This is an optimization exercise on Yosys and OpenROAD, whose aim is small area, not a production implementation.
The RTL was checked by simulation tests, not by an equivalence proof against the original design.

Design fxd, start of the top module:
module fxd #(
    parameter W  = 32,
    parameter K  = 6,
    parameter EW = 8
) (
    input  wire            clk,
    input  wire            rst,
    input  wire            cmd_valid,
    input  wire [W+6:0]    cmd_word,
    output wire            cmd_ready,
    output wire            busy,
    output wire            done,
    output wire [1:0]      result,
    output wire [7:0]      ocount,
    output wire [EW-1:0]   errcode,
    output wire [16+EW-1:0] status,
    output wire            out_valid,
    output wire [7:0]      out_byte,
    output wire [1:0]      out_seg,
    output wire            out_seg_last,
    output wire            out_end,
    input  wire            snk_ready,
    input  wire            snk_err,
    input  wire [EW-1:0]   snk_code
);
    localparam [2:0] IDLE = 3'd0, RESOLVE = 3'd1, INTDIG = 3'd2, FRACDIG = 3'd3,
                     EMIT_SIGN = 3'd4, EMIT_INT = 3'd5, EMIT_POINT = 3'd6,
                     EMIT_FRAC = 3'd7;
    reg [2:0]    phase;
    reg [31:0]   w;
    reg [5:0]    fb;
    reg          pol;
    reg [39:0]   stk;
    reg [2:0]    k;
    reg [4:0]    ocnt;      
    reg [1:0]    res;
    reg [EW-1:0] ecode;
    reg          done_q;
    wire [31:0] c_raw = cmd_word[31:0];
    wire [5:0]  c_f   = cmd_word[37:32];
    wire        c_neg = cmd_word[38] & c_raw[31];
    wire        c_legal = ~(c_f[5] & (|c_f[4:0]));
    reg  [31:0] c_mag;
    reg         c_any;
    integer n;
    always @(*) begin
        c_any = 1'b0;
        for (n = 0; n < 32; n = n + 1) begin
  ...
Settings: LEC_CHECK=0, ABC_AREA=1, CAP_MARGIN=20, CORE_MARGIN=2, CORE_UTILIZATION=40, SLEW_MARGIN=20; clock period 17.0 ns.
standard.sh (not shown) runs the stock make flow with config.mk's settings and CLKGATE_MAP_FILE= SYNTH_SCRIPT=/design/flow/synth_recipe.tcl, a recipe that flattens the netlist after the stock synthesis.
==> flow/flow/run.sh <==
#!/bin/bash
set -euo pipefail
here=$(pwd)
rm -rf "$here/scripts_alt"
cp -r "$FLOW_HOME/scripts" "$here/scripts_alt"
cp "$here/flow/abc_area.script" "$here/scripts_alt/abc_area.script"
export SCRIPTS_DIR="$here/scripts_alt"
export BUFFER_PORTS_ARGS="-buffer_cell sky130_fd_sc_hd__buf_1"
export CTS_ARGS="-sink_clustering_enable -repair_clock_nets -dont_use_dummy_load -sink_clustering_size 50 -sink_clustering_max_diameter 300"
bash standard.sh finish > "$here/standard.log" 2>&1
==> flow/flow/abc_area.script <==
strash
&get -n
&deepsyn -T 60
&put
balance
rewrite
refactor
balance
rewrite
rewrite -z
balance
refactor -z
rewrite -z
balance
dch -f
amap
topo
The starting point finished clean.
Edit:
==> flow/flow/abc_area.script (replaced) <==
strash
balance
rewrite
refactor
balance
rewrite
rewrite -z
balance
refactor -z
rewrite -z
balance
dch -f
amap
topo
Effect: The new run completed without violations; clock skew stays flat; wire length fell by about 17%; synthesized cell count rose by 0.34%.


== P ==
fxd, a different RTL version from the one above (not shown whole).
For scale: roughly 1200 cells after synthesis, ~9300 sq um of cells after synthesis.
clock: 17.0 ns
lec_check: 0
abc_area: 1
cap_margin: 20
core_margin: 2
core_utilization: 40
slew_margin: 20
==> flow/flow/run.sh <==
#!/bin/bash
set -euo pipefail
here=$(pwd)
rm -rf "$here/scripts_alt"
cp -r "$FLOW_HOME/scripts" "$here/scripts_alt"
cp "$here/flow/abc_area.script" "$here/scripts_alt/abc_area.script"
export SCRIPTS_DIR="$here/scripts_alt"
export BUFFER_PORTS_ARGS="-buffer_cell sky130_fd_sc_hd__buf_1"
export CTS_ARGS="-sink_clustering_enable -repair_clock_nets -dont_use_dummy_load -root_buf sky130_fd_sc_hd__clkbuf_16 -buf_list sky130_fd_sc_hd__clkbuf_8"
bash standard.sh finish > "$here/standard.log" 2>&1
==> flow/flow/abc_area.script <==
strash
&get -n
&deepsyn -T 60
&put
balance
rewrite
refactor
balance
rewrite
rewrite -z
balance
refactor -z
rewrite -z
balance
dch -f
amap
topo
P: full flow OK, the timing, DRC and antenna checks passed
Changes in Q relative to P:
==> flow/flow/run.sh <==
#!/bin/bash
set -euo pipefail
here=$(pwd)
rm -rf "$here/scripts_alt"
cp -r "$FLOW_HOME/scripts" "$here/scripts_alt"
cp "$here/flow/abc_area.script" "$here/scripts_alt/abc_area.script"
export SCRIPTS_DIR="$here/scripts_alt"
export BUFFER_PORTS_ARGS="-buffer_cell sky130_fd_sc_hd__buf_1"
export CTS_ARGS="-sink_clustering_enable -repair_clock_nets -dont_use_dummy_load -sink_clustering_size 50 -sink_clustering_max_diameter 300"
bash standard.sh finish > "$here/standard.log" 2>&1
Findings:
- Looking at global-route usage across P and Q, the one that comes out lower is Q.
- Q against P: worst reg2reg path depth lower, site row count higher, sequential area share after synthesis lower, final antenna-violating net count roughly the same.
- Between Q and P, it is Q whose sum of met3 wire segment lengths after detailed routing is lower, by 120 um.
- Non-clock buffer count, Q vs P: down by more than a quarter
- Vertical die dimension ended up 0.65 um higher on Q than on P.
- Where setup slack is concerned, P is outperformed by Q.
- As far as number of H-tree levels goes, P and Q are indistinguishable; the numbers are identical.
--- input diff Q..R ---
==> flow/flow/run.sh <==
#!/bin/bash
set -euo pipefail
here=$(pwd)
rm -rf "$here/scripts_alt"
cp -r "$FLOW_HOME/scripts" "$here/scripts_alt"
cp "$here/flow/abc_area.script" "$here/scripts_alt/abc_area.script"
export SCRIPTS_DIR="$here/scripts_alt"
export BUFFER_PORTS_ARGS="-buffer_cell sky130_fd_sc_hd__buf_1"
export CTS_ARGS="-sink_clustering_enable -repair_clock_nets -dont_use_dummy_load -buf_list sky130_fd_sc_hd__clkbuf_8"
bash standard.sh finish > "$here/standard.log" 2>&1
### Flow results
Worst slew margin relative to its limit: R worse than Q
Area growth from synthesis to layout: R and Q compared, higher one is Q
As far as number of placed I/O pins goes, R and Q are indistinguishable; the numbers are identical.
Delta (R minus Q): global-route usage flat, met3 routed wirelength down 2.6%.
## Diff of input files: S against R
==> flow/flow/run.sh <==
#!/bin/bash
set -euo pipefail
here=$(pwd)
rm -rf "$here/scripts_alt"
cp -r "$FLOW_HOME/scripts" "$here/scripts_alt"
cp "$here/flow/abc_area.script" "$here/scripts_alt/abc_area.script"
export SCRIPTS_DIR="$here/scripts_alt"
export BUFFER_PORTS_ARGS="-buffer_cell sky130_fd_sc_hd__buf_1"
export CTS_ARGS="-sink_clustering_enable -repair_clock_nets -dont_use_dummy_load -sink_clustering_size 50 -sink_clustering_max_diameter 300"
bash standard.sh finish > "$here/standard.log" 2>&1
diff --git a/flow/config.mk b/flow/config.mk
--- a/flow/config.mk
+++ b/flow/config.mk
@@ -7,6 +7,6 @@
 export LEC_CHECK = 0
 export ABC_AREA = 1
-export CAP_MARGIN = 20
+export CAP_MARGIN = 0
 export CORE_MARGIN = 2
 export CORE_UTILIZATION = 40
-export SLEW_MARGIN = 20
+export SLEW_MARGIN = 0
Notes after the runs:
Share of cells above drive strength 1 (S over R): increase, 8.1 points. Per the comparison of S with R, insertion delay to the later sink of the worst-skew pair now smaller, height of the die now smaller, met3 track demand over resource in global routing now larger, clock skew now smaller, clock transition at the register clock pins on the worst setup and hold paths after CTS now smaller. Between S and R, post-layout net count is higher for S, R comes in under that. Per the comparison of S with R, cell area after layout has increased, share of the clock period used by the worst path has increased. S completed; timing, DRC and antenna clean.

## separate check: timing with driven ports
No port has a modelled driver above. Below, the same layouts with a new extraction and two added sets of constraints.
Step 1 sets driving cells, clkbuf_16 on the clock port and buf_2 on the other inputs (assumed; they add their load-dependent delay and slew).
Step 2 adds t to the input delays and takes it off the output delays; t is the mean of the earliest and latest rising clock arrival at the registers after step 1. Input paths then give back, and output paths get back, about the clock's delay inside the block.
a / b / c = no drivers / after step 1 / after step 2; a / b = the first two.
| run | t, ns | slack for setup (ns) | worst setup path at the end |
|---|---|---|---|
| the first run of note 1 | 0.404 | 1.734 / 1.734 / 1.734 | register to register |
| the second run of note 1 | 0.388 | 1.575 / 1.575 / 1.575 | register to register |
| P | 0.402 | 0.323 / 0.275 / 0.677 | register to output |
| Q | 0.393 | 0.493 / 0.447 / 0.841 | register to output |
| R | 0.418 | 0.504 / 0.462 / 0.881 | register to output |
| S | 0.402 | 0.323 / 0.275 / 0.677 | register to output |
After both steps every run listed still meets setup and hold.
